What follows belongs to an exercise in optimizing a design on an open flow for small area, a short achievable clock period and few clock cycles; a production flow would make more cautious choices.
The RTL was checked by simulation tests, not by an equivalence proof against the original design.
Power figures rest on the tool's default switching activity, not on a simulated workload.

`config.mk`:
```
export PLATFORM = sky130hd
export DESIGN_NAME = stackmat_core
export DESIGN_NICKNAME = stackmat_core
export VERILOG_FILES = /design/flow/design.v
export SDC_FILE = /design/flow/constraint.sdc
export NUM_CORES = 4
export LEC_CHECK = 0
export CAP_MARGIN = 20
export CORE_MARGIN = 2
export CORE_UTILIZATION = 50
export SLEW_MARGIN = 20
```
`constraint.sdc`:
```
create_clock -name core_clock -period 17.0 [get_ports {clk}]
set_input_delay 3.4000 -clock core_clock [delete_from_list [all_inputs] [get_ports {clk}]]
set_output_delay 3.4000 -clock core_clock [all_outputs]
set_load 0.01 [all_outputs]
```
`design.v`:
```
module stackmat_core (
    input  wire        clk,
    input  wire        rst,
    input  wire        cmd_valid,
    output wire        cmd_ready,
    input  wire [79:0] cmd,
    output wire        rsp_valid,
    output wire [7:0]  rsp_status,
    output wire        rsp_flag,
    output wire [63:0] rsp_val,
    output wire [7:0]  rsp_len,
    output wire        dat_valid,
    output wire [7:0]  dat_byte,
    output wire        tx_valid,
    output wire [3:0]  tx_len,
    output wire [71:0] tx_data,
    input  wire        tx_ack,
    input  wire        tx_err,
    input  wire [7:0]  tx_n
);
    localparam [7:0] OP_FMT   = 8'h01;
    localparam [7:0] OP_CONV  = 8'h02;
    localparam [7:0] OP_CSUM  = 8'h03;
    localparam [7:0] OP_MARK  = 8'h04;
    localparam [7:0] OP_ENC   = 8'h05;
    localparam [7:0] OP_RST   = 8'h10;
    localparam [7:0] OP_START = 8'h11;
    localparam [7:0] OP_STOP  = 8'h12;
    localparam [7:0] OP_TICK  = 8'h13;
    localparam [7:0] OP_ENCS  = 8'h14;
    localparam [7:0] OP_SEND  = 8'h20;
    localparam [7:0] OP_RXB   = 8'h21;
    localparam [7:0] OP_RXE   = 8'h22;
    localparam [7:0] OP_RD    = 8'h30;
    localparam [3:0] E_IDLE  = 4'd0;
    localparam [3:0] E_DIV   = 4'd1;
    localparam [3:0] E_WGO   = 4'd2;    
    localparam [3:0] E_PDIG  = 4'd3;    
    localparam [3:0] E_WRSP  = 4'd4;    
    localparam [3:0] E_SENDQ = 4'd5;    
    localparam [3:0] E_FPAD  = 4'd6;    
    localparam [3:0] E_FDIG  = 4'd7;    
    localparam [3:0] E_FST   = 4'd9;    
    localparam [3:0] E_STOPF = 4'd8;    
    localparam [2:0] J_TICK  = 3'd0;
    localparam [2:0] J_ENC   = 3'd1;
    localparam [2:0] J_ENCS  = 3'd2;
    localparam [2:0] J_RD3   = 3'd3;
    localparam [2:0] J_FLUSH = 3'd4;
    localparam [2:0] J_RD6   = 3'd5;
    localparam [2:0] D_TICK = 3'd0;
    localparam [2:0] D_STOP = 3'd1;
    localparam [2:0] D_CONV = 3'd2;
    localparam [2:0] D_ENC  = 3'd3;
    localparam [2:0] D_FMT  = 3'd4;
    localparam [1:0] P_DIV = 2'd0;
    localparam [1:0] P_ENC = 2'd1;
    localparam [1:0] P_REG = 2'd2;
    localparam V_V8    = 0;
    localparam V_START = 1;
    localparam V_FLD   = 2;
    localparam V_CONV  = 3;
    localparam V_TXOFF = 4;
    localparam V_NQ    = 5;
    function [7:0] marker;
        input [1:0] st;
        begin
            case (st)
                2'd0:    marker = 8'h00;
                2'd1:    marker = 8'h49;
                2'd2:    marker = 8'h20;
                default: marker = 8'h53;
            endcase
        end
    endfunction
    function hold_op;
        input [7:0] o;
        begin
            hold_op = (o == OP_FMT) || (o == OP_CONV) || (o == OP_ENC) ||
                      (o == OP_STOP) || (o == OP_TICK);
        end
    endfunction
    function [2:0] mod5_4;
        input [3:0] n;
        begin
            mod5_4 = {(n == 4'd4) | (n == 4'd9) | (n == 4'd14),
                      (n == 4'd2) | (n == 4'd3) | (n == 4'd7) | (n == 4'd8) | (n == 4'd12) | (n == 4'd13),
                      (n == 4'd1) | (n == 4'd3) | (n == 4'd6) | (n == 4'd8) | (n == 4'd11) | (n == 4'd13)};
        end
    endfunction
    function [2:0] add5;
        input [2:0] x;
        input [2:0] y;
        reg   [5:0] xy;
        begin
            xy   = {x, y};
            add5 = {(xy == 6'd4) | (xy == 6'd11) | (xy == 6'd18) | (xy == 6'd25) | (xy == 6'd32),
                    (xy == 6'd2) | (xy == 6'd3) | (xy == 6'd9) | (xy == 6'd10) | (xy == 6'd16) | (xy == 6'd17) | (xy == 6'd24) | (xy == 6'd28) | (xy == 6'd35) | (xy == 6'd36),
                    (xy == 6'd1) | (xy == 6'd3) | (xy == 6'd8) | (xy == 6'd10) | (xy == 6'd17) | (xy == 6'd20) | (xy == 6'd24) | (xy == 6'd27) | (xy == 6'd34) | (xy == 6'd36)};
        end
    endfunction
    function [3:0] crt10;
        input [2:0] r;
        input       p;
        reg   [3:0] rp;
        begin
            rp    = {r, p};
            crt10 = {(rp == 4'd6) | (rp == 4'd9),
                     (rp == 4'd1) | (rp == 4'd2) | (rp == 4'd5) | (rp == 4'd8),
                     (rp == 4'd2) | (rp == 4'd4) | (rp == 4'd5) | (rp == 4'd7),
                     (rp == 4'd1) | (rp == 4'd3) | (rp == 4'd5) | (rp == 4'd7) | (rp == 4'd9)};
        end
    endfunction
    function [3:0] mod10_8;
        input [7:0] v;
        begin
            mod10_8 = crt10(add5(mod5_4(v[7:4]), mod5_4(v[3:0])), v[0]);
        end
    endfunction
    function [7:0] dig60;
        input [5:0] v;
        reg   [2:0] t;
        begin
            t = (v >= 6'd50) ? 3'd5 : (v >= 6'd40) ? 3'd4 : (v >= 6'd30) ? 3'd3 :
                (v >= 6'd20) ? 3'd2 : (v >= 6'd10) ? 3'd1 : 3'd0;
            dig60 = {1'b0, t, crt10(add5({1'b0, v[5:4]}, mod5_4(v[3:0])), v[0])};
        end
    endfunction
    function [4:0] dstep10;
        input [3:0] r;
        input       d;
        reg         q;
        reg   [2:0] h;
        begin
            q = r[3] | (r[2] & (r[1] | r[0]));
            h = {r[3] & r[0], r[3] ? ~r[0] : (r[1] & r[0]), ~r[0]};
            dstep10 = {q, q ? h : r[2:0], d};
        end
    endfunction
    function [6:0] dstep60;
        input [5:0] r;
        input       d;
        reg         q;
        reg   [4:0] h;
        begin
            q = r[5] | (r[4] & r[3] & r[2] & r[1]);
            h = r[5] ? (r[4:0] + 5'd2) : {4'd0, r[0]};
            dstep60 = {q, q ? h : r[4:0], d};
        end
    endfunction
    reg [1:0]  state_q;
    reg [63:0] start_q;
    reg [7:0]  min_q;
    reg [5:0]  sec_q;       
    reg [11:0] ms_bcd;      
    reg [1:0]  pk_mk;       
    reg [23:0] pk_d;        
    reg [5:0]  pk_sum;      
    reg [9:0]  toh;         
    reg [63:0] cap_q;
    reg [3:0]  caplen_q;
    wire [3:0] txoff = {toh[8] | toh[9],
                        toh[4] | toh[5] | toh[6] | toh[7],
                        toh[2] | toh[3] | toh[6] | toh[7],
                        toh[1] | toh[3] | toh[5] | toh[7] | toh[9]};
    function [7:0] pktbyte;
        input [4:0] i;
        begin
            case (i)
                5'd0:    pktbyte = marker(pk_mk);
                5'd1:    pktbyte = {4'h3, pk_d[3:0]};
                5'd2:    pktbyte = {4'h3, pk_d[7:4]};
                5'd3:    pktbyte = {4'h3, pk_d[11:8]};
                5'd4:    pktbyte = {4'h3, pk_d[15:12]};
                5'd5:    pktbyte = {4'h3, pk_d[19:16]};
                5'd6:    pktbyte = {4'h3, pk_d[23:20]};
                5'd7:    pktbyte = {2'b01, pk_sum};
                5'd8:    pktbyte = 8'h0D;
                default: pktbyte = 8'h00;
            endcase
        end
    endfunction
    reg [79:0] cw;
    reg        cv;
    reg        pd_hold;
    reg        pd_ts;       
    reg        pd_tk;       
    reg        pd_fmt;      
    reg        pd_enc;      
    reg [2:0]  fpass;       
    reg [4:0]  fidx;        
    reg        rdy_q;       
    reg [3:0]  es;
    reg [2:0]  jk;
    reg [2:0]  dk;
    reg [1:0]  pdsrc;
    reg [4:0]  cnt;         
    reg        dv_busy;     
    reg        dv_done;     
    reg        dv_pf;       
    reg        dv_sk;       
    reg        dv_first;    
    reg [3:0]  fd;          
    reg [3:0]  rA;          
    reg [3:0]  rB;          
    reg [3:0]  rC;          
    reg [5:0]  rD;          
    reg [7:0]  m_q;         
    reg [1:0]  p_status;
    reg        p_flag;
    reg [5:0]  p_vsel;
    reg [7:0]  v8_q;
    reg        o_strm;
    reg        o_src;       
    reg [7:0]  o_rem;
    reg [3:0]  o_idx;
    reg [3:0]  o_len;
    reg        o_flag;
    reg [2:0]  pq_cnt;
    reg        send_pend;
    reg        rsp_valid_q;
    reg [1:0]  rsp_status_q;
    reg        rsp_flag_q;
    reg [7:0]  rsp_len_q;
    reg [63:0] rv_q;
    reg        dat_valid_q;
    reg [7:0]  dat_byte_q;
    reg        tx_valid_q;
    reg        s_ld;        
    reg [71:0] sp_q;        
    reg [3:0]  tl_q;        
    reg        ack_q;
    reg        err_q;
    reg [7:0]  n_q;
    reg        sink_busy;
    reg        sink_err;
    wire [3:0] tx_off = ack_q ? (txoff + n_q[3:0]) : txoff;
    wire [9:0] tx_oh  = 10'd1 << tx_off;
    wire [7:0]  op = cw[79:72];
    wire [7:0]  b  = cw[71:64];
    wire [63:0] a  = cw[63:0];
    wire a_z_hi  = ~|a[63:48];
    wire a_z_mid = ~|a[47:32];
    wire a_z_lo  = ~|a[31:0];
    wire a_z     = a_z_hi & a_z_mid & a_z_lo;
    wire b_z     = ~|b;
    reg legal;
    always @(*) begin
        case (op)
            OP_FMT:   legal = 1'b1;
            OP_CONV,
            OP_START,
            OP_STOP,
            OP_TICK:  legal = b_z;
            OP_CSUM:  legal = b_z & a_z_hi;
            OP_MARK:  legal = ~|b[7:2] & a_z;
            OP_ENC:   legal = ~|b[7:2] & a_z_hi & a_z_mid;
            OP_RST,
            OP_ENCS,
            OP_SEND:  legal = b_z & a_z;
            OP_RXB,
            OP_RXE:   legal = a_z;
            OP_RD:    legal = ~|b[7:3] & a_z & (b[2:0] != 3'd7);
            default:  legal = 1'b0;
        endcase
    end
    wire is_ts  = (op == OP_TICK) || (op == OP_STOP);
    wire is_fmt = (op == OP_FMT);
    wire is_enc = (op == OP_ENC);
    wire [7:0] csum = a[47:40] + a[39:32] + a[31:24] + a[23:16] + a[15:8] + a[7:0]
                    + 8'd32;
    wire [64:0] ad_a = {1'b0, a};
    wire [64:0] ad_b = {pd_ts, {64{pd_ts}} & ~start_q};
    wire        ad_ci = pd_ts;
    reg  [64:0] ad_g, ad_p, ad_G, ad_P, ad_gn, ad_pn;
    integer     adi, adl;
    always @(*) begin
        ad_g = ad_a & ad_b;
        ad_p = ad_a ^ ad_b;
        ad_G = ad_g;
        ad_P = ad_p;
        ad_G[0] = ad_g[0] | (ad_p[0] & ad_ci);
        for (adl = 1; adl < 128; adl = adl * 2) begin
            ad_gn = ad_G;
            ad_pn = ad_P;
            for (adi = 0; adi < 65; adi = adi + 1)
                if ((adi / adl) % 2 == 1) begin
                    ad_gn[adi] = ad_G[adi] | (ad_P[adi] & ad_G[(adi / adl) * adl - 1]);
                    ad_pn[adi] = ad_P[adi] & ad_P[(adi / adl) * adl - 1];
                end
            ad_G = ad_gn;
            ad_P = ad_pn;
        end
    end
    wire [64:0] sub = ad_p ^ {ad_G[63:0], ad_ci};
    wire [63:0] s     = sub[63:0];
    wire        s_neg = sub[64];
    wire [35:0] sk_a = a[63:28];
    wire [35:0] sk_b = start_q[63:28];
    wire [35:0] sk_nb = ~sk_b;
    wire sk_b28  = (a[27:0] < start_q[27:0]);    
    wire sk_z0   = (sk_a == sk_b);
    wire sk_z1   = ((sk_a ^ sk_nb) == {(sk_a[34:0] | sk_nb[34:0]), 1'b0});
    wire sk_zz   = ~|sk_a;
    wire opt36   = pd_ts ? (sk_b28 ? sk_z1 : sk_z0) : sk_zz;
    wire [63:0] s_load = pd_enc ? {s[23:0], 32'd0, s[31:24]} : s;
    wire [4:0]  cnt_load = pd_enc ? 5'd6 : (opt36 ? 5'd7 : 5'd16);
    wire [3:0]  din = dv_sk ? a[27:24] : a[63:60];
    wire [4:0]  f_n    = (rsp_len_q > 8'd20) ? 5'd20 : rsp_len_q[4:0];
    wire [4:0]  f_have = {fpass, 1'b0} + {2'd0, fpass};
    wire [83:0] fstore = {fd, cw[79:64], rv_q};
    wire [3:0]  fnib   = fstore[4*fidx +: 4];
    reg [3:0]  st_a, st_b, st_c;
    reg [5:0]  st_d;
    reg [3:0]  st_q;
    reg [3:0]  st_qc;    
    reg [4:0]  st_xa, st_xb, st_xc;
    reg [6:0]  st_xd;
    integer    si;
    always @(*) begin
        st_a = dv_first ? 4'd0 : rA;
        st_b = dv_first ? 4'd0 : rB;
        st_c = dv_first ? 4'd0 : rC;
        st_d = dv_first ? 6'd0 : rD;
        st_q = 4'd0;
        for (si = 0; si < 4; si = si + 1) begin
            st_xa = dstep10(st_a, din[3-si]);
            st_a  = st_xa[3:0];
            st_xb = dstep10(st_b, st_xa[4]);
            st_b  = st_xb[3:0];
            st_xc = dstep10(st_c, st_xb[4]);
            st_c  = st_xc[3:0];
            st_qc[3-si] = st_xc[4];
            st_xd = dstep60(st_d, st_xc[4]);
            st_d  = st_xd[5:0];
            st_q[3-si] = st_xd[6];
        end
    end
    wire [11:0] msb_src = p_vsel[V_FLD] ? ms_bcd : {rA, rB, rC};
    wire [9:0]  ms_bin  = {msb_src[3:0], 6'd0} + {msb_src[3:0], 5'd0} + {msb_src[3:0], 2'd0}
                        + {msb_src[7:4], 3'd0} + {msb_src[7:4], 1'b0} + msb_src[11:8];
    reg [7:0] bm;
    reg [5:0] bs;
    always @(*) begin
        case (pdsrc)
            P_DIV:   begin bm = m_q;      bs = rD;    end
            P_ENC:   begin bm = a[31:24]; bs = rD;    end
            default: begin bm = min_q;    bs = sec_q; end
        endcase
    end
    wire [3:0]  dg_m1 = mod10_8(bm);
    wire [7:0]  dg_s6 = dig60(bs);
    wire [7:0]  dg_m  = {4'd0, dg_m1};
    wire [7:0]  dg_s  = (pdsrc == P_ENC) ? m_q : dg_s6;
    wire [11:0] dg_ms = (pdsrc == P_REG) ? ms_bcd : {rA, rB, rC};
    wire [23:0] new_d = {dg_ms, dg_s[3:0], dg_s[7:4], dg_m[3:0]};
    wire [5:0]  pk_dsum = {2'b00, pk_d[3:0]} + {2'b00, pk_d[7:4]} + {2'b00, pk_d[11:8]}
                        + {2'b00, pk_d[15:12]} + {2'b00, pk_d[19:16]} + {2'b00, pk_d[23:20]};
    wire out_idle = !o_strm && !send_pend && (pq_cnt == 3'd0);
    wire out_last = o_strm    ? ((o_rem == 8'd0) && !send_pend && (pq_cnt == 3'd0)) :
                    send_pend ? (!sink_busy && (pq_cnt == 3'd0)) :
                                (pq_cnt <= 3'd1);
    wire pq_pop   = !o_strm && !send_pend && (pq_cnt != 3'd0);
    wire [2:0] pq_inc = pq_cnt + 3'd1;
    wire [2:0] pq_dec = pq_cnt - 3'd1;
    assign cmd_ready  = rdy_q;
    assign rsp_valid  = rsp_valid_q;
    assign rsp_status = {6'd0, rsp_status_q};
    assign rsp_flag   = rsp_flag_q;
    assign rsp_len    = rsp_len_q;
    assign rsp_val    = rv_q;
    wire [63:0] p_val = ({64{p_vsel[V_START]}} & start_q)
                      | ({64{p_vsel[V_FLD]}}   & {32'd0, min_q, 2'b00, sec_q, 6'd0, ms_bin})
                      | ({64{p_vsel[V_CONV]}}  & {32'd0, m_q, 2'b00, rD, 6'd0, ms_bin})
                      | {56'd0, ({8{p_vsel[V_V8]}}    & v8_q)
                              | ({8{p_vsel[V_TXOFF]}} & {4'd0, txoff})};
    assign dat_valid  = dat_valid_q;
    assign dat_byte   = dat_byte_q;
    assign tx_valid   = tx_valid_q;
    assign tx_len     = tl_q;
    wire [71:0] pkv = {8'h0D, 2'b01, pk_sum,
                       4'h3, pk_d[23:20], 4'h3, pk_d[19:16], 4'h3, pk_d[15:12],
                       4'h3, pk_d[11:8], 4'h3, pk_d[7:4], 4'h3, pk_d[3:0],
                       marker(pk_mk)};
    reg [71:0] txd;
    integer    ti, tk;
    always @(*) begin
        txd = 72'd0;
        for (ti = 0; ti < 9; ti = ti + 1)
            for (tk = 0; tk < 9; tk = tk + 1)
                if (ti + tk < 9)
                    txd[8*ti +: 8] = txd[8*ti +: 8] | ({8{tx_oh[tk]}} & pkv[8*(ti+tk) +: 8]);
    end
    assign tx_data = sp_q;
    reg push;
    reg kick;
    reg [3:0] es_n;
    reg       cv_n;
    reg       pdh_n;
    task null_rsp;
        begin
            if (pq_cnt == 3'd7) begin
                p_status <= 2'd0;
                p_flag   <= 1'b0;
                p_vsel   <= 6'd0;
                es_n       = E_WRSP;
            end else begin
                push = 1'b1;
            end
        end
    endtask
    task div_load;
        begin
            cw[63:0] <= s_load;
            cnt      <= cnt_load;
            dv_sk    <= opt36 & ~pd_enc;
            dv_first <= 1'b1;
            dv_busy  <= 1'b1;
        end
    endtask
    task div_finish;
        begin
            dv_done <= 1'b0;
            dv_pf   <= 1'b0;
            case (dk)
                D_TICK: begin
                    cv_n = 1'b0;
                    if (out_last) begin
                        go_pkt(2'd2, P_DIV);
                    end else begin
                        jk <= J_TICK;
                        es_n = E_WGO;
                    end
                end
                D_ENC: begin
                    if (out_last) begin
                        go_pkt(b[1:0], P_ENC);
                    end else begin
                        jk <= J_ENC;
                        es_n = E_WGO;
                    end
                end
                D_STOP: begin
                    cv_n = 1'b0;
                    es_n = E_STOPF;
                end
                D_FMT: es_n = E_FST;
                default: begin   
                    cv_n     = 1'b0;
                    p_status <= 2'd0;
                    p_flag   <= 1'b0;
                    p_vsel   <= 6'd1 << V_CONV;
                    es_n     = E_WRSP;
                end
            endcase
        end
    endtask
    task go_pkt;
        input [1:0] mk;
        input [1:0] src;
        begin
            o_strm <= 1'b1;
            o_idx  <= 4'd0;
            o_src  <= 1'b0;
            o_rem  <= 8'd8;
            o_len  <= 4'd9;
            o_flag <= 1'b0;
            pk_mk  <= mk;
            pdsrc  <= src;
            es_n     = E_PDIG;
        end
    endtask
    always @(posedge clk) begin
        push  = 1'b0;
        kick  = 1'b0;
        es_n  = es;
        cv_n  = cv;
        pdh_n = pd_hold;
        if (cmd_ready) begin
            cw      <= cmd;
            pdh_n = hold_op(cmd[79:72]);
            pd_ts   <= (cmd[79:72] == OP_TICK) || (cmd[79:72] == OP_STOP);
            pd_tk   <= (cmd[79:72] == OP_TICK);
            pd_fmt  <= (cmd[79:72] == OP_FMT);
            pd_enc  <= (cmd[79:72] == OP_ENC);
        end
        rsp_valid_q <= 1'b0;
        dat_valid_q <= 1'b0;
        if (o_strm) begin
            dat_valid_q <= 1'b1;
            dat_byte_q  <= o_src ? cap_q[o_idx[2:0]*8 +: 8] : pktbyte({1'b0, o_idx});
            if (o_rem == 8'd0) begin
                rsp_valid_q  <= 1'b1;
                rsp_status_q <= 2'd0;
                rsp_flag_q   <= o_flag;
                rsp_len_q    <= {4'd0, o_len};
                rv_q         <= 64'd0;
                o_strm       <= 1'b0;
            end else begin
                o_rem <= o_rem - 8'd1;
                o_idx <= o_idx + 4'd1;
            end
        end else if (send_pend) begin
            if (!sink_busy) begin
                rsp_valid_q  <= 1'b1;
                rsp_status_q <= {1'b0, sink_err};
                rsp_flag_q   <= 1'b0;
                rsp_len_q    <= 8'd0;
                rv_q         <= {56'd0, sink_err ? n_q : 8'd0};
                send_pend    <= 1'b0;
            end
        end else if (pq_cnt != 3'd0) begin
            rsp_valid_q  <= 1'b1;
            rsp_status_q <= 2'd0;
            rsp_flag_q   <= 1'b0;
            rsp_len_q    <= 8'd0;
            rv_q         <= 64'd0;
        end
        pk_sum <= pk_dsum;
        ack_q <= tx_valid_q & tx_ack;
        err_q <= tx_err;
        if (tx_valid_q) n_q <= tx_n;
        if (tx_valid_q && tx_ack) tx_valid_q <= 1'b0;
        if (ack_q) begin
            if (err_q) begin
                sink_busy <= 1'b0;
                sink_err  <= 1'b1;
            end else if (n_q >= {4'd0, 4'd9 - txoff}) begin
                toh       <= 10'd1 << 9;
                sink_busy <= 1'b0;
                sink_err  <= 1'b0;
            end else begin
                toh        <= tx_oh;
                sp_q       <= txd;
                tl_q       <= 4'd9 - tx_off;
                tx_valid_q <= 1'b1;
            end
        end
        if (s_ld) begin
            sp_q       <= txd;
            tl_q       <= 4'd9 - tx_off;
            tx_valid_q <= 1'b1;
            s_ld       <= 1'b0;
        end
        case (es)
            E_IDLE: begin
                if (cv) begin
                    if (!legal) begin
                        p_status <= 2'd3;
                        p_flag   <= 1'b0;
                        p_vsel   <= 6'd0;
                        es_n       = E_WRSP;
                        if (pd_hold) cv_n = 1'b0;
                    end else begin
                        case (op)
                            OP_FMT: begin
                                if (out_idle) begin
                                    if (b_z) begin
                                        null_rsp;
                                        cv_n = 1'b0;
                                    end else begin
                                        rsp_status_q <= 2'd0;
                                        rsp_flag_q   <= 1'b0;
                                        rsp_len_q    <= b;
                                        fpass        <= 3'd0;
                                        div_load;
                                        dk           <= D_FMT;
                                        es_n         = E_DIV;
                                    end
                                end
                            end
                            OP_CONV, OP_TICK, OP_ENC: begin
                                if (dv_pf) begin
                                    if (dv_done) div_finish;
                                    else         es_n = E_DIV;
                                end else begin
                                    div_load;
                                    dk   <= (op == OP_CONV) ? D_CONV : (op == OP_TICK) ? D_TICK : D_ENC;
                                    es_n = E_DIV;
                                end
                            end
                            OP_STOP: begin
                                if (state_q == 2'd2) begin
                                    div_load;
                                    dk   <= D_STOP;
                                    es_n = E_DIV;
                                end else begin
                                    null_rsp;
                                    cv_n = 1'b0;
                                end
                            end
                            OP_CSUM: begin
                                v8_q     <= csum;
                                p_status <= 2'd0;
                                p_flag   <= 1'b0;
                                p_vsel   <= 6'd1 << V_V8;
                                es_n       = E_WRSP;
                            end
                            OP_MARK: begin
                                v8_q     <= marker(b[1:0]);
                                p_status <= 2'd0;
                                p_flag   <= 1'b0;
                                p_vsel   <= 6'd1 << V_V8;
                                es_n       = E_WRSP;
                            end
                            OP_RST: begin
                                state_q  <= 2'd1;
                                min_q    <= 8'd0;
                                sec_q    <= 6'd0;
                                ms_bcd   <= 12'd0;
                                p_status <= 2'd0;
                                p_flag   <= 1'b1;
                                p_vsel   <= 6'd0;
                                es_n       = E_WRSP;
                            end
                            OP_START: begin
                                if (state_q == 2'd1) begin
                                    start_q  <= a;
                                    state_q  <= 2'd2;
                                    p_status <= 2'd0;
                                    p_flag   <= 1'b1;
                                    p_vsel   <= 6'd0;
                                    es_n       = E_WRSP;
                                end else begin
                                    null_rsp;
                                end
                            end
                            OP_ENCS: begin
                                jk <= J_ENCS;
                                es_n = E_WGO;
                            end
                            OP_SEND: begin
                                if (!send_pend && (pq_cnt == 3'd0))
                                    kick = 1'b1;
                                else
                                    es_n = E_SENDQ;
                            end
                            OP_RXB: begin
                                if (b_z || (b == 8'h0D) || (caplen_q == 4'd8)) begin
                                    if (caplen_q == 4'd0) begin
                                        p_status <= 2'd0;
                                        p_flag   <= 1'b1;
                                        p_vsel   <= 6'd0;
                                        es_n       = E_WRSP;
                                    end else begin
                                        jk <= J_FLUSH;
                                        es_n = E_WGO;
                                    end
                                end else begin
                                    cap_q[caplen_q[2:0]*8 +: 8] <= b;
                                    caplen_q <= caplen_q + 4'd1;
                                    null_rsp;
                                end
                            end
                            OP_RXE: begin
                                v8_q     <= b;
                                p_status <= 2'd2;
                                p_flag   <= 1'b0;
                                p_vsel   <= 6'd1 << V_V8;
                                es_n       = E_WRSP;
                            end
                            default: begin   
                                p_status <= 2'd0;
                                p_flag   <= 1'b0;
                                case (b[2:0])
                                    3'd0: begin
                                        v8_q   <= {6'd0, state_q};
                                        p_vsel <= 6'd1 << V_V8;
                                        es_n     = E_WRSP;
                                    end
                                    3'd1: begin
                                        p_vsel <= 6'd1 << V_START;
                                        es_n     = E_WRSP;
                                    end
                                    3'd2: begin
                                        p_vsel <= 6'd1 << V_FLD;
                                        es_n     = E_WRSP;
                                    end
                                    3'd3: begin
                                        jk <= J_RD3;
                                        es_n = E_WGO;
                                    end
                                    3'd4: begin
                                        p_vsel <= 6'd1 << V_TXOFF;
                                        es_n     = E_WRSP;
                                    end
                                    3'd5: begin
                                        v8_q   <= {4'd0, caplen_q};
                                        p_vsel <= 6'd1 << V_V8;
                                        es_n     = E_WRSP;
                                    end
                                    default: begin
                                        if (caplen_q == 4'd0) begin
                                            null_rsp;
                                        end else begin
                                            jk <= J_RD6;
                                            es_n = E_WGO;
                                        end
                                    end
                                endcase
                            end
                        endcase
                    end
                end
            end
            E_DIV: begin
                if (dv_done || (dv_busy && (cnt == 5'd1))) div_finish;
            end
            E_WGO: begin
                if (out_last) begin
                    o_strm <= 1'b1;
                    o_idx  <= 4'd0;
                    case (jk)
                        J_FLUSH, J_RD6: begin
                            o_src    <= 1'b1;
                            o_rem    <= {4'd0, caplen_q} - 8'd1;
                            o_len    <= caplen_q;
                            o_flag   <= (jk == J_FLUSH);
                            if (jk == J_FLUSH) caplen_q <= 4'd0;
                            es_n       = E_IDLE;
                        end
                        J_TICK: go_pkt(2'd2, P_DIV);
                        J_ENC:  go_pkt(b[1:0], P_ENC);
                        J_ENCS: go_pkt(state_q, P_REG);
                        default: begin   
                            o_src  <= 1'b0;
                            o_rem  <= 8'd8;
                            o_len  <= 4'd9;
                            o_flag <= 1'b0;
                            es_n     = E_IDLE;
                        end
                    endcase
                end
            end
            E_PDIG: begin
                pk_d   <= new_d;
                if (pdsrc == P_ENC) cv_n = 1'b0;
                es_n = E_IDLE;
            end
            E_WRSP: begin
                if (out_idle) begin
                    rsp_valid_q  <= 1'b1;
                    rsp_status_q <= p_status;
                    rsp_flag_q   <= p_flag;
                    rsp_len_q    <= 8'd0;
                    rv_q         <= p_val;
                    es_n           = E_IDLE;
                end
            end
            E_SENDQ: begin
                if (!send_pend && (pq_cnt == 3'd0)) begin
                    kick = 1'b1;
                    es_n = E_IDLE;
                end
            end
            E_STOPF: begin
                min_q    <= m_q;
                sec_q    <= rD;
                ms_bcd   <= {rA, rB, rC};
                state_q  <= 2'd3;
                p_status <= 2'd0;
                p_flag   <= 1'b1;
                p_vsel   <= 6'd0;
                es_n       = E_WRSP;
            end
            E_FST: begin
                {fd, cw[79:64], rv_q} <= {rC, rB, rA, fstore[83:12]};
                fpass <= fpass + 3'd1;
                if (f_have + 5'd3 >= f_n) begin
                    fidx <= f_n + 5'd17 - f_have;
                    if (rsp_len_q > 8'd20) begin
                        o_rem <= rsp_len_q - 8'd20;
                        es_n  = E_FPAD;
                    end else begin
                        es_n = E_FDIG;
                    end
                end else begin
                    div_load;
                    es_n = E_DIV;
                end
            end
            E_FPAD: begin
                dat_valid_q <= 1'b1;
                dat_byte_q  <= 8'h30;
                o_rem       <= o_rem - 8'd1;
                if (o_rem == 8'd1) es_n = E_FDIG;
            end
            E_FDIG: begin
                dat_valid_q <= 1'b1;
                dat_byte_q  <= {4'h3, fnib};
                fidx        <= fidx - 5'd1;
                if (fidx == 5'd21 - f_have) begin
                    rsp_valid_q <= 1'b1;
                    rv_q        <= 64'd0;
                    cv_n        = 1'b0;
                    es_n        = E_IDLE;
                end
            end
            default: es_n = E_IDLE;
        endcase
        if (dv_busy) begin
            cw[63:0] <= dv_sk ? {a[23:0], 36'd0, st_qc} : {a[59:0], st_qc};
            dv_sk    <= 1'b0;
            dv_first <= 1'b0;
            rA       <= st_a;
            rB       <= st_b;
            rC       <= st_c;
            rD       <= st_d;
            if (dk != D_ENC) m_q <= {m_q[3:0], st_q};
            cnt      <= cnt - 5'd1;
            if ((dk == D_ENC) && (cnt == 5'd5)) begin
                m_q      <= {st_b, st_a};
                dv_first <= 1'b1;
            end
            if (cnt == 5'd1) begin
                dv_busy <= 1'b0;
                if (es != E_DIV) dv_done <= 1'b1;
            end
        end else if (cv && pd_tk && b_z && !dv_done &&
                     (((es == E_WGO) && (jk != J_TICK) && (jk != J_ENC)) ||
                      ((es == E_WRSP) && !p_vsel[V_CONV]) ||
                      (es == E_SENDQ))) begin
            div_load;
            dk    <= D_TICK;
            dv_pf <= 1'b1;
        end
        if (cmd_ready) cv_n = cmd_valid;
        if (kick) begin
            toh        <= 10'd1;
            s_ld       <= 1'b1;
            sink_busy  <= 1'b1;
            send_pend  <= 1'b1;
        end
        if (push && !pq_pop)      pq_cnt <= pq_inc;
        else if (!push && pq_pop) pq_cnt <= pq_dec;
        if (rst) begin
            cv_n          = 1'b0;
            dv_busy     <= 1'b0;
            dv_done     <= 1'b0;
            dv_pf       <= 1'b0;
            es_n          = E_IDLE;
            o_strm      <= 1'b0;
            pq_cnt      <= 3'd0;
            send_pend   <= 1'b0;
            rsp_valid_q <= 1'b0;
            dat_valid_q <= 1'b0;
            tx_valid_q  <= 1'b0;
            s_ld        <= 1'b0;
            ack_q       <= 1'b0;
            sink_busy   <= 1'b0;
            state_q     <= 2'd1;
            start_q     <= 64'd0;
            min_q       <= 8'd0;
            sec_q       <= 6'd0;
            ms_bcd      <= 12'd0;
            pk_mk       <= 2'd1;
            pk_d        <= 24'd0;
            pk_sum      <= 6'd0;
            toh         <= 10'd1;
            caplen_q    <= 4'd0;
        end
        es      <= es_n;
        cv      <= cv_n;
        pd_hold <= pdh_n;
        rdy_q   <= !cv_n || ((es_n == E_IDLE) && !pdh_n);
    end
endmodule
```
`run.sh`:
```
#!/bin/bash
# synth_recipe.tcl (not shown) runs the flow's synth.tcl, then flattens the netlist and writes it again
# the make line also repeats each setting of config.mk as NAME=value (left out here)
make -C /OpenROAD-flow-scripts/flow DESIGN_CONFIG=/design/flow/config.mk WORK_HOME=/design/flow/orfs CLKGATE_MAP_FILE= SYNTH_SCRIPT=/design/flow/synth_recipe.tcl finish
```
==> flow_metrics.env, run 1 <==
export IMPL_final_antenna_net_count=0
export IMPL_dieHeight_um=278
export IMPL_cp_end_kind="output pin"
export IMPL_arrival_ns=1.93
export IMPL_post_cts_buffers=0
export IMPL_antenna_found_initial=1
export IMPL_pwr_density_cell_nw_per_um2=83.0
export IMPL_cts_buffers=66
export IMPL_ys_flop_type="dfxtp_1"
export IMPL_peakVddDrop_mv=0.0753
export IMPL_synth_edf_count=231
export IMPL_synthArstFlopShare_pct=0
export IMPL_placed_cell_area_um2=40700
export IMPL_overflow=0
export IMPL_critPathRequiredTime_ns=13.60
export IMPL_tightestPinTransition_ns=1.16
export IMPL_path_clk_slew_ns=0.06
export IMPL_io_pins=262
export IMPL_num_rows=100
export IMPL_dr_total_vias=34920
export IMPL_post_cts_resize_count=0
export IMPL_path_cells="clkdlybuf4s50_1"
export IMPL_rsz0062_at_grt="no"
export IMPL_period_needed_ns=5.33
export IMPL_n_antenna_cell=0
export IMPL_cts_tree="built"
export IMPL_max_stage_delay_ns=0.67
export IMPL_vias_per_cell=6.48
export IMPL_drv_cap=0
export IMPL_stdcell_area_um2=42900
export IMPL_fp_coreArea_um2=74400
export IMPL_grt_pass1_vias=31994
export IMPL_synth_cells=4250
export IMPL_nets=4726
export IMPL_yosysWarnings=1
export IMPL_min_path_cells=2
export IMPL_clock_sinks=545
export IMPL_dp_hpwl_um=110000
export IMPL_worstHoldPathType="reg2reg"
export IMPL_leakagePower_uw=0.0169
export IMPL_synth_seq_area_share_pct=35.1
export IMPL_finalCritPeriodShare_pct=31.4
export IMPL_drc=0
export IMPL_path_max_fanout=11
export IMPL_slew_violations=0
export IMPL_cpMaxStageDelayCell="dfxtp_1"
export IMPL_grtUsageTotal_pct=37.0
export IMPL_synth_cell_types=112
export IMPL_grt_max_degree=77
export IMPL_ys_ff_latch=545
export IMPL_critPathTopFamily="flip-flops"
export IMPL_cts_hold_buf=0
export IMPL_tns_ns=0
export IMPL_dieArea_um2=77500
export IMPL_hold_viol=0
export IMPL_drt_total_wl_um=147000
export IMPL_root_buffer="clkbuf_16"
export IMPL_drtIter0Drc=5343
export IMPL_syn_area_um2=37600
export IMPL_insertion_delay_ns=0.63
export IMPL_avgRoutedWirePerCell_um=27.3
export IMPL_dieWidth_um=278
export IMPL_initial_core_util_pct=50.6
export IMPL_cp_depth=1
export IMPL_avgSynthCellArea_um2=8.86
export IMPL_critical_path_class="reg2out"
export IMPL_cts_buffer_depth=3
export IMPL_drive_gt1_share_pct=7.13
export IMPL_fin_worst_skew_ns=0.0322
export IMPL_path_buf_inv=1
export IMPL_detailedRoute_firstPassIterationCount=12
export IMPL_status="complete, no violations"
export IMPL_fmax_mhz=187
export IMPL_placement_io_buffers=242
export IMPL_gp_congestion=1.03
export IMPL_area_growth_pct=14.0
export IMPL_grt_first_pass_wirelength_um=215000
export IMPL_maxSlewHeadroom_pct=22.6
export IMPL_setup_worst_path_start_class="flip-flop"
export IMPL_htree_levels=3
export IMPL_r2r_cells=14
export IMPL_finalSetupViolCount=0
registers in the layout (all words and copies together) (netlist names), 6 cells and up:
name and cells:
rv_q 64, tx_data 56, n_q 8, v8_q 8
pk_sum 6, cw 80, rsp_len_q 8, pk_d 24
start_q 64, o_rem 8, sec_q 6, ms_bcd 12
cap_q 64, min_q 8, m_q 8, rD 6
dat_byte_q 8, toh 9
cell usage after synthesis, types with 57 or more instances:
master / number / area (um^2)
nand2_1: 564 / 2120
nand3_1: 93 / 465
a21oi_1: 268 / 1340
nor2b_1: 98 / 613
edfxtp_1: 231 / 6940
o21ai_0: 251 / 1260
clkbuf_1: 194 / 728
nor3_1: 61 / 305
ha_1: 206 / 2580
mux2i_1: 119 / 1190
dfxtp_1: 314 / 6290
inv_1: 250 / 938
a22o_1: 66 / 578
nor2_1: 310 / 1160
fa_1: 60 / 1200
a222oi_1: 70 / 701
a22oi_1: 57 / 428
xnor2_1: 109 / 955
final cells by class:
type	instances	area, um^2
Multi-Input combinational cell	3189	22400
Timing Repair Buffer	308	2920
Clock buffer	96	1970
Tap cell	969	1210
Fill cell	6822	31500
Clock inverter	23	230
Sequential cell	545	13200
Inverter	257	965
path summary, 6_finish.rpt:
check                to  slack (ns)  startpoint
max            tx_valid       11.67  tx_valid_q
min          rsp_flag_q        0.46      o_flag
max reg2reg      cw[42]       11.94    fpass[0]
min reg2reg  rsp_flag_q        0.46      o_flag
power breakdown:
part / total (uW) / internal, uW / leakage (uW) / switching, uW
Sequential: 1470 / 1390 / 0.00469 / 81.7
Clock: 1460 / 843 / 0.00108 / 616
Combinational: 632 / 254 / 0.0112 / 377
Total: 3560 / 2490 / 0.0169 / 1080
cell usage in the layout (no fill, tap or decap), drive strengths merged, types with 42 or more instances in the layout:
cell type and n:
mux2i 119, nor3 62, a22o 66, xnor2 109, a21oi 269, edfxtp 231, xor2 55, o21ai 267
nand2 566, a31oi 42, ha 206, inv 255, buf 67, a22oi 57, clkbuf 96, nor2b 98
fa 60, clkdlybuf4s50 241, dfxtp 314, a222oi 70, nand3 94, nor2 312, nor4 46, nand2b 49
worst reg2reg max path, stage by stage, from the launching register on:
cell and delay (ns):
edfxtp_1 0.53, ha_1 0.30, fa_1 0.39, xnor2_1 0.44, nor3_1 0.12, xnor2_1 0.16, ha_1 0.33, nand2_1 0.06
a21oi_1 0.13, a211oi_1 0.11, nand2_1 0.24, o211a_1 0.78, or2_0 0.77, o221ai_1 0.20, or3_1 0.40
per-layer routing:
metal  track usage (%)  routed length, um  vias to the layer above
met5                 0                  0                        -
met4              20.6               9460                        0
li1                  -                  -                    15803
met1              51.2              59300                    16701
met2              56.2              64100                     2068
met3              4.73              14200                      348
stage by stage:
stage / utilization, % / power (uW) / hold slack, ns / setup WS, ns / cells
final: 57.6 / 3560 / 0.459 / 11.67 / 5387
after global routing: 57.6 / 3670 / 0.488 / 11.58 / 5387
after CTS: 57.6 / 3550 / 0.456 / 11.62 / 5387
after detailed placement: 54.7 / 2110 / 0.450 / 11.34 / 5268
after global placement: 54.7 / 2110 / 0.433 / 11.43 / 5267
after floorplan: - / 1870 / 0.423 / 11.63 / 4268
cells by family (layout without fill, tap and decap cells):
family                   count (synthesis)  in the layout  share of synthesized area, %
multiplexers                           188            188                          6.46
AND/OR/NAND/NOR                       1389           1389                          17.3
adder cells (fa/ha/maj)                267            267                          10.1
AO/OA/AOI/OAI                         1162           1162                          21.4
other                                    1             19                       0.00996
XOR/XNOR                               164            164                          3.82
buffers and inverters                  534            684                          5.77
flip-flops                             545            545                          35.1
Testbench counts, summed over its fixed seeds: cycles 13,079.
==> inputs of run 2 (changes only) <==
--- a/design.v
+++ b/design.v
@@ -364,6 +364,7 @@
     wire [2:0] pq_inc = pq_cnt + 3'd1;
     wire [2:0] pq_dec = pq_cnt - 3'd1;
     assign cmd_ready  = rdy_q;
+    wire   cw_ld      = !cv || ((es == E_IDLE) && !pd_hold);
     assign rsp_valid  = rsp_valid_q;
     assign rsp_status = {6'd0, rsp_status_q};
     assign rsp_flag   = rsp_flag_q;
@@ -476,7 +477,7 @@
         es_n  = es;
         cv_n  = cv;
         pdh_n = pd_hold;
-        if (cmd_ready) begin
+        if (cw_ld) begin
             cw      <= cmd;
             pdh_n = hold_op(cmd[79:72]);
             pd_ts   <= (cmd[79:72] == OP_TICK) || (cmd[79:72] == OP_STOP);
@@ -519,7 +520,7 @@
         pk_sum <= pk_dsum;
         ack_q <= tx_valid_q & tx_ack;
         err_q <= tx_err;
-        if (tx_valid_q) n_q <= tx_n;
+        if (sink_busy && !ack_q) n_q <= tx_n;
         if (tx_valid_q && tx_ack) tx_valid_q <= 1'b0;
         if (ack_q) begin
             if (err_q) begin
@@ -824,7 +825,7 @@
             dk    <= D_TICK;
             dv_pf <= 1'b1;
         end
-        if (cmd_ready) cv_n = cmd_valid;
+        if (cw_ld) cv_n = cmd_valid;
         if (kick) begin
             toh        <= 10'd1;
             s_ld       <= 1'b1;
==> flow_metrics.env, run 2 <==
export IMPL_maxSlewHeadroom_pct=24.1
export IMPL_placed_cells=5348
export IMPL_synth_cell_types=98
export IMPL_placement_io_buffers=242
export IMPL_gp_congestion=0.981
export IMPL_final_antenna_net_count=0
export IMPL_dieHeight_um=280
export IMPL_cts_buffers=67
export IMPL_finalNonFillerCells=5473
export IMPL_placed_cell_area_um2=41100
export IMPL_grt_use_met3_pct=5.22
export IMPL_dieWidth_um=280
export IMPL_finalCritPeriodShare_pct=31.1
export IMPL_finalSetupViolCount=0
export IMPL_critPathRequiredTime_ns=17.52
export IMPL_fin_worst_skew_ns=0.0245
export IMPL_cts_buffer_depth=3
export IMPL_grt_busiest_layer="met2"
export IMPL_arrival_ns=5.80
export IMPL_period_needed_ns=5.28
export IMPL_synth_top_area_share_pct=18.2
export IMPL_status="complete, no violations"
export IMPL_drive_gt1_share_pct=6.81
export IMPL_post_cts_resize_count=0
export IMPL_rsz0062_at_grt="no"
export IMPL_ys_ff_latch=545
export IMPL_drt_total_wl_um=150000
export IMPL_synthArstFlopShare_pct=0
export IMPL_drtIter0Drc=4757
export IMPL_num_rows=101
export IMPL_initial_core_util_pct=50.3
export IMPL_grtUsageTotal_pct=37.4
export IMPL_grt_max_degree=82
export IMPL_avgSynthCellArea_um2=8.79
export IMPL_nFillCells=7015
export IMPL_grt_pass1_vias=33071
export IMPL_area_growth_pct=13.8
export IMPL_root_buffer="clkbuf_16"
export IMPL_detailedRoute_firstPassIterationCount=11
export IMPL_cts_tree="built"
export IMPL_slew_violations=0
export IMPL_final_cell_mix="nand2_1, nor2_1, dfxtp_1"
export IMPL_top_register="cw"
export IMPL_pwr_density_cell_nw_per_um2=90.6
export IMPL_synth_common_cells="nand2_1, nor2_1, dfxtp_1"
export IMPL_ys_flop_type="dfxtp_1"
export IMPL_grt_first_pass_wirelength_um=219000
export IMPL_synth_most_common_cell="nand2_1"
export IMPL_drv_cap=0
export IMPL_leakagePower_uw=0.0170
export IMPL_syn_area_um2=38000
export IMPL_dp_hpwl_um=112000
export IMPL_use_met1_pct=50.7
export IMPL_critical_path_class="reg2reg"
export IMPL_path_clk_slew_ns=0.07
export IMPL_synth_cells=4327
export IMPL_antenna_found_initial=4
export IMPL_avgRoutedWirePerCell_um=27.4
export IMPL_ys_top_cells_by_area="edfxtp_1, dfxtp_1, ha_1"
export IMPL_post_cts_buffers=0
export IMPL_fmax_mhz=189
export IMPL_use_met2_pct=57.8
export IMPL_overflow=0
export IMPL_fp_coreArea_um2=75600
export IMPL_yosys_area_top_type="edfxtp_1"
export IMPL_worstHoldPathType="reg2reg"
export IMPL_nets=4801
export IMPL_synth_edf_count=231
export IMPL_tns_ns=0
export IMPL_htree_levels=3
export IMPL_path_max_fanout=68
export IMPL_hold_viol=0
export IMPL_whs_ns=0.497
export IMPL_peakVddDrop_mv=0.0682
export IMPL_largest_register_ffs=80
export IMPL_insertion_delay_ns=0.63
export IMPL_synth_seq_area_share_pct=34.8
export IMPL_clock_sinks=545
export IMPL_tightestPinTransition_ns=1.14
export IMPL_dr_total_vias=35621
export IMPL_vias_per_cell=6.51
export IMPL_final_common_cell="nand2_1"
export IMPL_io_pins=262
export IMPL_yosysWarnings=1
export IMPL_setup_worst_path_start_class="flip-flop"
export IMPL_cp_end_kind="flip-flop"
export IMPL_drc=0
export IMPL_stdcell_area_um2=43300
export IMPL_dieArea_um2=78300
export IMPL_cts_hold_buf=0
run 2: changes by cell type in the layout (fill, tap and decap cells not counted), moves of 11 or more:
cell	change
a22oi_1	+27
o21ai_0	-14
nor2_1	+71
o221ai_2	-11
or2_2	+16
mux2i_1	+27
a21o_1	+20
o22ai_1	+12
a22o_1	-30
nor3_1	+21
nand2_1	-79
o221ai_1	-18
run 2: cell families (layout without fill, tap and decap cells):
group | Yosys count | count (layout) | synth area share [%]
muxes | 213 | 213 | 7.04
adders and majority gates | 270 | 270 | 10.1
buffers and inverters | 541 | 689 | 5.73
and+or+nand+nor | 1427 | 1427 | 17.6
other | 1 | 21 | 0.00986
xor gates and xnor gates | 161 | 161 | 3.71
AOI/OAI and AO/OA | 1169 | 1169 | 21.1
DFF | 545 | 545 | 34.8
run 2: stage by stage:
step,util [%],setup slack (ns),power (uW)
final,57.2,11.72,3920
after global routing,57.2,11.33,4070
after CTS,57.2,11.76,3900
after detailed placement,54.4,11.61,2480
after global placement,54.4,11.69,2480
after floorplan,-,11.66,2140
run 2: worst max-delay path, cell delays in order, from the launching register on:
cell and delay [ns]:
edfxtp_1 0.33, buf_4 0.53, nor2b_1 0.25, fa_1 0.18, inv_1 0.05, fa_1 0.44, nor2b_1 0.17, o2111ai_1 0.18
a211oi_1 0.53, or4_1 0.25, nand3_1 0.24, a2111oi_0 0.91, o21ai_0 0.27, a2111oi_0 0.43, o21ai_0 0.13, a32o_1 0.24
run 2: power breakdown:
group	internal (uW)	total, uW	switching [uW]
Combinational	395	933	538
Sequential	1410	1540	128
Clock	826	1440	619
Total	2640	3920	1280
run 2: final timing paths:
kind                                 startpoint              end  slack, ns  cells past startpoint
worst max register to register            pd_ts           cw[61]      11.72                     15
worst max-delay path                      pd_ts           cw[61]      11.72                     15
worst min-delay path            rsp_status_q[1]  rsp_status_q[1]       0.50                      1
worst min register to register  rsp_status_q[1]  rsp_status_q[1]       0.50                      1
run 2: cell type report:
class                      count  area [um^2]  area share [%]
clock buffer                  98         1930            4.46
multi-input combinational   3259        22800            52.6
tap                          978         1220            2.83
timing repair buffer         307         2910            6.72
antenna                        2         5.00          0.0116
clock inverter                25          234           0.541
inverter                     259          972            2.25
sequential                   545        13200            30.6
run 2: metal layers:
layer | up-vias | wire length [um]
li1 | 16065 | -
met1 | 17140 | 60600
met2 | 2008 | 65900
met3 | 408 | 13700
met4 | 0 | 9710
met5 | - | 0
Testbench counts of run 2, summed over its fixed seeds: cycles 13,079.
==> inputs of run 3 (changes only) <==
--- a/design.v
+++ b/design.v
@@ -270,8 +270,8 @@
     wire [7:0] csum = a[47:40] + a[39:32] + a[31:24] + a[23:16] + a[15:8] + a[7:0]
                     + 8'd32;
     wire [64:0] ad_a = {1'b0, a};
-    wire [64:0] ad_b = {pd_ts, {64{pd_ts}} & ~start_q};
-    wire        ad_ci = pd_ts;
+    wire [64:0] ad_b = {1'b1, ~start_q};
+    wire        ad_ci = 1'b1;
     reg  [64:0] ad_g, ad_p, ad_G, ad_P, ad_gn, ad_pn;
     integer     adi, adl;
     always @(*) begin
@@ -303,7 +303,7 @@
     wire sk_z1   = ((sk_a ^ sk_nb) == {(sk_a[34:0] | sk_nb[34:0]), 1'b0});
     wire sk_zz   = ~|sk_a;
     wire opt36   = pd_ts ? (sk_b28 ? sk_z1 : sk_z0) : sk_zz;
-    wire [63:0] s_load = pd_enc ? {s[23:0], 32'd0, s[31:24]} : s;
+    wire [63:0] s_load = pd_enc ? {a[23:0], 32'd0, a[31:24]} : (pd_ts ? s : a);
     wire [4:0]  cnt_load = pd_enc ? 5'd6 : (opt36 ? 5'd7 : 5'd16);
     wire [3:0]  din = dv_sk ? a[27:24] : a[63:60];
     wire [4:0]  f_n    = (rsp_len_q > 8'd20) ? 5'd20 : rsp_len_q[4:0];
==> flow_metrics.env, run 3 <==
export IMPL_nFillCells=6830
export IMPL_area_growth_pct=14.7
export IMPL_insertion_delay_ns=0.66
export IMPL_finalSetupViolCount=0
export IMPL_totalPowerFinal_uw=4070
export IMPL_path_max_fanout=42
export IMPL_post_cts_buffers=0
export IMPL_final_cell_mix="nand2_1, nor2_1, dfxtp_1"
export IMPL_cts_buffers=69
export IMPL_yosys_area_top_type="edfxtp_1"
export IMPL_htree_levels=3
export IMPL_final_common_cell="nand2_1"
export IMPL_tightestPinTransition_ns=1.17
export IMPL_whs_ns=0.457
export IMPL_initial_core_util_pct=50.4
export IMPL_final_antenna_net_count=0
export IMPL_drv_cap=0
export IMPL_dieWidth_um=278
export IMPL_cp_end_kind="flip-flop"
export IMPL_synthArstFlopShare_pct=0
export IMPL_ys_top_cells_by_area="edfxtp_1, dfxtp_1, ha_1"
export IMPL_fin_worst_skew_ns=0.0394
export IMPL_worstHoldPathType="reg2reg"
export IMPL_fin_ws_ns=10.73
export IMPL_io_pins=262
export IMPL_status="complete, no violations"
export IMPL_vias_per_cell=6.48
export IMPL_r2r_cells=18
export IMPL_synth_cell_types=91
export IMPL_avgSynthCellArea_um2=8.85
export IMPL_max_stage_delay_ns=0.88
export IMPL_peakVddDrop_mv=0.0713
export IMPL_yosysWarnings=1
export IMPL_tns_ns=0
export IMPL_ys_flop_type="dfxtp_1"
export IMPL_setup_worst_path_start_class="flip-flop"
export IMPL_grt_first_pass_wirelength_um=218000
export IMPL_grt_max_degree=67
export IMPL_place_ws_ns=10.94
export IMPL_min_path_cells=2
export IMPL_drtIter0Drc=4445
export IMPL_antenna_found_initial=2
export IMPL_synth_edf_count=231
export IMPL_post_cts_resize_count=0
export IMPL_drive_gt1_share_pct=7.19
export IMPL_avgRoutedWirePerCell_um=27.7
export IMPL_slew_violations=0
export IMPL_path_cells="inv_1 -> ha_1 -> nand2b_1 -> a21oi_1 -> nor4_1 -> nand2_1 -> ha_1 -> a21boi_0 -> o21a_1 -> o21a_1 -> o21ai_0 -> a31oi_1 -> or4_1 -> nand2_2 -> nor2_1 -> inv_2 -> o21ai_0 -> a221o_1"
export IMPL_hold_viol=0
export IMPL_synth_common_cells="nand2_1, nor2_1, dfxtp_1"
export IMPL_arrival_ns=6.80
export IMPL_nets=4676
export IMPL_grtUsageTotal_pct=37.5
export IMPL_fmax_mhz=159
export IMPL_synth_cells=4236
export IMPL_top_register="cw"
export IMPL_rsz0062_at_grt="no"
export IMPL_drc=0
export IMPL_dieHeight_um=278
export IMPL_dp_hpwl_um=111000
export IMPL_grt_pass1_vias=32791
export IMPL_dr_total_vias=34776
export IMPL_largest_register_ffs=80
export IMPL_fp_coreArea_um2=74300
export IMPL_cts_hold_buf=0
export IMPL_syn_area_um2=37500
export IMPL_placement_io_buffers=242
export IMPL_root_buffer="clkbuf_16"
export IMPL_critPathRequiredTime_ns=17.52
export IMPL_finalCritPeriodShare_pct=36.9
export IMPL_clock_sinks=545
export IMPL_synth_seq_area_share_pct=35.3
export IMPL_critical_path_class="reg2reg"
export IMPL_ys_ff_latch=545
export IMPL_path_clk_slew_ns=0.06
export IMPL_cpMaxStageDelayCell="o21ai_0"
export IMPL_overflow=0
export IMPL_gp_congestion=1.00
export IMPL_synth_most_common_cell="nand2_1"
export IMPL_cts_tree="built"
export IMPL_cts_buffer_depth=3
export IMPL_maxSlewHeadroom_pct=21.1
export IMPL_pwr_density_cell_nw_per_um2=94.7
export IMPL_num_rows=100
export IMPL_detailedRoute_firstPassIterationCount=10
export IMPL_dieArea_um2=77100
export IMPL_period_needed_ns=6.27
export IMPL_leakagePower_uw=0.0167
export IMPL_synth_top_area_share_pct=18.5
export IMPL_drt_total_wl_um=149000
run 3: final cells by class:
class,count,area [um^2],share of cell area [%]
clock buffers,98,1970,4.58
clock inverters,30,420,0.978
inverters,296,1110,2.59
diodes,3,7.51,0.0175
multi-input cells,3104,22000,51.2
flip-flops and latches,545,13200,30.8
well taps,969,1210,2.82
repair buffers,324,3030,7.06
run 3: logic make-up (layout without fill, tap and decap cells):
family          after synthesis  in the layout  share of synthesized area (%)
other cells                   1             22                         0.0100
mux                         240            240                           7.85
buf+inv                     605            748                           6.37
flops                       545            545                           35.3
xor+xnor                    143            143                           3.34
compound gates             1175           1175                           21.9
simple gates               1280           1280                           15.8
fa+ha+maj                   247            247                           9.40
run 3: path summary, 6_finish.rpt:
kind / startpoint / endpoint / slack (ns)
setup / recovery: rsp_len_q[2] / cw[35] / 10.73
hold / removal: tx_valid_q / ack_q / 0.46
setup reg to reg: rsp_len_q[2] / cw[35] / 10.73
hold reg to reg: tx_valid_q / ack_q / 0.46
run 3: critical path: cells and delay by family, from the launching register on:
family,cells,cell delay (ns)
adders and majority gates,2,0.51
DFF,1,0.36
and+or+nand+nor,6,2.52
AOI/OAI and AO/OA,8,2.12
buffers and inverters,2,0.61
run 3: through the flow:
stage | cells | util (%) | instance area (um^2)
CTS | 5366 | 57.8 | 43000
detailed placement | 5238 | 54.6 | 40600
finish | 5369 | 57.8 | 43000
global placement | 5237 | 54.6 | 40600
floorplan | 4254 | - | 37500
global route | 5366 | 57.8 | 43000
run 3: power breakdown:
group / internal (uW) / leakage (uW) / switching, uW
Combinational: 404 / 0.0109 / 571
Sequential: 1410 / 0.00468 / 105
Clock: 939 / 0.00116 / 633
run 3: metal layers:
metal,global-route usage (%),vias up,part of all wire (%)
li1,-,15702,-
met1,50.2,16910,41
met2,58.6,1803,44
met3,5.73,359,8.4
met4,20.0,2,6.0
met5,0,-,0.0087
Testbench counts of run 3, summed over its fixed seeds: cycles 13,079.
==> inputs of run 4 (changes only) <==
--- a/design.v
+++ b/design.v
@@ -189,6 +189,8 @@
     reg        pd_enc;      
     reg [2:0]  fpass;       
     reg [4:0]  fidx;        
+    reg        f_last;      
+    reg [4:0]  f_idx0;      
     reg        rdy_q;       
     reg [3:0]  es;
     reg [2:0]  jk;
@@ -270,8 +272,8 @@
     wire [7:0] csum = a[47:40] + a[39:32] + a[31:24] + a[23:16] + a[15:8] + a[7:0]
                     + 8'd32;
     wire [64:0] ad_a = {1'b0, a};
-    wire [64:0] ad_b = {1'b1, ~start_q};
-    wire        ad_ci = 1'b1;
+    wire [64:0] ad_b = {pd_ts, {64{pd_ts}} & ~start_q};
+    wire        ad_ci = pd_ts;
     reg  [64:0] ad_g, ad_p, ad_G, ad_P, ad_gn, ad_pn;
     integer     adi, adl;
     always @(*) begin
@@ -303,7 +305,7 @@
     wire sk_z1   = ((sk_a ^ sk_nb) == {(sk_a[34:0] | sk_nb[34:0]), 1'b0});
     wire sk_zz   = ~|sk_a;
     wire opt36   = pd_ts ? (sk_b28 ? sk_z1 : sk_z0) : sk_zz;
-    wire [63:0] s_load = pd_enc ? {a[23:0], 32'd0, a[31:24]} : (pd_ts ? s : a);
+    wire [63:0] s_load = pd_enc ? {s[23:0], 32'd0, s[31:24]} : s;
     wire [4:0]  cnt_load = pd_enc ? 5'd6 : (opt36 ? 5'd7 : 5'd16);
     wire [3:0]  din = dv_sk ? a[27:24] : a[63:60];
     wire [4:0]  f_n    = (rsp_len_q > 8'd20) ? 5'd20 : rsp_len_q[4:0];
@@ -767,8 +769,8 @@
             E_FST: begin
                 {fd, cw[79:64], rv_q} <= {rC, rB, rA, fstore[83:12]};
                 fpass <= fpass + 3'd1;
-                if (f_have + 5'd3 >= f_n) begin
-                    fidx <= f_n + 5'd17 - f_have;
+                if (f_last) begin
+                    fidx <= f_idx0;
                     if (rsp_len_q > 8'd20) begin
                         o_rem <= rsp_len_q - 8'd20;
                         es_n  = E_FPAD;
@@ -799,6 +801,8 @@
             end
             default: es_n = E_IDLE;
         endcase
+        f_last <= (f_have + 5'd3 >= f_n);
+        f_idx0 <= f_n + 5'd17 - f_have;
         if (dv_busy) begin
             cw[63:0] <= dv_sk ? {a[23:0], 36'd0, st_qc} : {a[59:0], st_qc};
             dv_sk    <= 1'b0;
==> flow_metrics.env, run 4 <==
export IMPL_final_cell_mix="nand2_1, nor2_1, dfxtp_1"
export IMPL_nFillCells=6840
export IMPL_p_sw_share_pct=33.0
export IMPL_max_stage_delay_ns=0.63
export IMPL_pwr_share_clk_pct=36.2
export IMPL_critPathRequiredTime_ns=13.60
export IMPL_dieHeight_um=277
export IMPL_overflow=0
export IMPL_insertion_delay_ns=0.63
export IMPL_antenna_found_initial=3
export IMPL_largest_register_ffs=80
export IMPL_pwr_share_seq_pct=39.1
export IMPL_cts_buffers=66
export IMPL_worstHoldPathType="reg2reg"
export IMPL_path_clk_slew_ns=0.06
export IMPL_dieArea_um2=76800
export IMPL_drive_gt1_share_pct=6.57
export IMPL_ys_ff_latch=551
export IMPL_internal_power_uw=2640
export IMPL_cts_hold_buf=0
export IMPL_finalSetupViolCount=0
export IMPL_dp_hpwl_um=110000
export IMPL_rsz0062_at_grt="no"
export IMPL_io_pins=262
export IMPL_placement_io_buffers=242
export IMPL_top_register="cw"
export IMPL_yosysWarnings=1
export IMPL_maxSlewHeadroom_pct=16.6
export IMPL_ys_top_cells_by_area="edfxtp_1, dfxtp_1, ha_1"
export IMPL_setup_worst_path_start_class="flip-flop"
export IMPL_drc=0
export IMPL_avgSynthCellArea_um2=8.71
export IMPL_clock_sinks=551
export IMPL_dr_total_vias=35062
export IMPL_gp_congestion=1.01
export IMPL_path_max_fanout=4
export IMPL_htree_levels=3
export IMPL_ys_flop_type="dfxtp_1"
export IMPL_regArea_um2=13300
export IMPL_combPwrFrac_pct=24.7
export IMPL_synth_common_cells="nand2_1, nor2_1, dfxtp_1"
export IMPL_critical_path_class="reg2out"
export IMPL_fmax_mhz=190
export IMPL_pwr_density_cell_nw_per_um2=92.6
export IMPL_hold_viol=0
export IMPL_synth_top_area_share_pct=18.6
export IMPL_final_antenna_net_count=0
export IMPL_detailedRoute_firstPassIterationCount=9
export IMPL_grt_max_degree=80
export IMPL_area_growth_pct=14.0
export IMPL_synthArstFlopShare_pct=0
export IMPL_cts_buffer_depth=3
export IMPL_grt_pass1_vias=32742
export IMPL_dieWidth_um=277
export IMPL_path_cells="clkdlybuf4s50_1"
export IMPL_fp_coreArea_um2=74100
export IMPL_synth_edf_count=231
export IMPL_synth_cell_types=96
export IMPL_finalCritPeriodShare_pct=31.0
export IMPL_synth_cells=4282
export IMPL_synth_seq_area_share_pct=35.8
export IMPL_initial_core_util_pct=50.3
export IMPL_yosys_area_top_type="edfxtp_1"
export IMPL_grt_first_pass_wirelength_um=217000
export IMPL_drtIter0Drc=4176
export IMPL_synth_most_common_cell="nand2_1"
export IMPL_root_buffer="clkbuf_16"
export IMPL_vias_per_cell=6.47
export IMPL_final_common_cell="nand2_1"
export IMPL_arrival_ns=1.88
export IMPL_tns_ns=0
export IMPL_critPathTopFamily="buffers and inverters"
export IMPL_multiInputGateArea_um2=21900
export IMPL_status="complete, no violations"
export IMPL_drv_cap=0
export IMPL_leakagePower_uw=0.0170
export IMPL_slew_violations=0
export IMPL_peakVddDrop_mv=0.0703
export IMPL_whs_ns=0.485
export IMPL_grtUsageTotal_pct=37.6
export IMPL_cp_end_kind="output pin"
export IMPL_fin_worst_skew_ns=0.0271
export IMPL_post_cts_buffers=0
export IMPL_cpMaxStageDelayCell="clkdlybuf4s50_1"
export IMPL_net_switching_power_uw=1300
export IMPL_syn_area_um2=37300
export IMPL_nets=4753
export IMPL_drt_total_wl_um=148000
export IMPL_avgRoutedWirePerCell_um=27.3
export IMPL_period_needed_ns=5.28
export IMPL_num_rows=100
export IMPL_tightestPinTransition_ns=1.25
export IMPL_post_cts_resize_count=0
export IMPL_path_buf_inv=1
export IMPL_cts_tree="built"
## run 4: changes by cell type after synthesis, sizes merged, moves of 12 or more
cell	delta
a21oi	+64
a22o	-20
clkbuf	-19
ha	+22
inv	-34
mux2i	-84
nand2	+121
nand3	+36
nor2	+15
o211ai	+12
or3	-16
xor2	+36
## run 4: final cells by class
class | instances | area share, %
Multi-Input combinational cell | 3201 | 51.5
Sequential cell | 551 | 31.4
Timing Repair Buffer | 313 | 6.94
Clock buffer | 97 | 4.47
Tap cell | 969 | 2.85
Inverter | 261 | 2.30
Clock inverter | 24 | 0.562
Antenna cell | 2 | 0.0118
## run 4: logic make-up (layout without fill, tap and decap cells)
group / count (synthesis) / after routing / share of synthesized area, %
buffers and inverters: 548 / 695 / 5.90
other: 1 / 21 / 0.0101
adder cells (fa/ha/maj): 268 / 268 / 10.2
flip-flops: 551 / 551 / 35.8
multiplexers: 153 / 153 / 5.48
AND/OR/NAND/NOR: 1422 / 1422 / 17.3
XOR/XNOR: 172 / 172 / 4.04
AO/OA/AOI/OAI: 1167 / 1167 / 21.3
## run 4: final timing paths
path | start | endpoint | slack [ns] | cells past startpoint
max | rv_q[23] | rsp_val[23] | 11.72 | 1
min | err_q | sink_err | 0.48 | 0
max reg2reg | cw[14] | cw[29] | 11.89 | 12
min reg2reg | err_q | sink_err | 0.48 | 0
## run 4: worst reg2reg max path, delay by kind of cell (launching register included)
kind                   cells  cell delay [ns]
buffers and inverters      2             1.00
flip-flops                 1             0.52
AO/OA/AOI/OAI              4             0.91
AND/OR/NAND/NOR            6             2.57
## run 4: stage by stage
step / setup slack, ns / instance area [um^2] / std cells / utilization [%] / power, uW
final: 11.72 / 42500 / 5418 / 57.4 / 3940
after detailed placement: 11.19 / 40400 / 5294 / 54.5 / 2510
after CTS: 11.75 / 42500 / 5415 / 57.4 / 3930
after global routing: 11.65 / 42500 / 5416 / 57.4 / 4090
after global placement: 11.20 / 40400 / 5294 / 54.5 / 2510
after floorplan: 11.78 / 37400 / 4300 / - / 2140
## run 4: routing by layer
layer	global-route usage, %	up-vias	part of all wire, %
met2	59.0	1916	45
li1	-	15857	-
met5	0	-	0
met1	48.7	16849	39
met3	6.45	440	9.1
met4	23.0	0	7.1
## run 4: power by group through the flow
stage	clock (uW)	combinational [uW]	sequential, uW
final	1430	971	1540
after global routing	1490	1050	1540
after CTS	1440	954	1540
after detailed placement	0	947	1560
after global placement	0	947	1560
after floorplan	0	625	1520
Testbench counts of run 4, summed over its fixed seeds: cycles 13,079.

==> port drivers added, routing unchanged <==
The results above use ideal ports. As a check the final layouts listed here were re-extracted and re-timed, cells and wires unchanged.
Step 1, drivers: a clkbuf_16 drives clk and a buf_2 each remaining input, both assumed.
Step 2 times the ports against the registers' clock, not the clock port: input delays grow and output delays shrink by t, the midpoint of the rising clock arrivals with the driver on.
Slacks: ideal ports / drivers / drivers and shift; pairs: ideal ports / drivers.
run | t (ns) | setup WS [ns] | worst data-port slew with drivers (ns)
run 1 | 0.688 | 11.666 / 11.597 / 11.334 | 0.05
run 2 | 0.689 | 11.721 / 11.685 / 11.476 | 0.12
run 3 | 0.708 | 10.726 / 10.726 / 10.726 | 0.05
run 4 | 0.686 | 11.724 / 11.654 / 11.636 | 0.06
After both steps setup and hold are still met in every run listed. For run 1, which loses most, drivers alone change the setup slack by -0.069 ns; drivers and shift together by -0.332 ns.
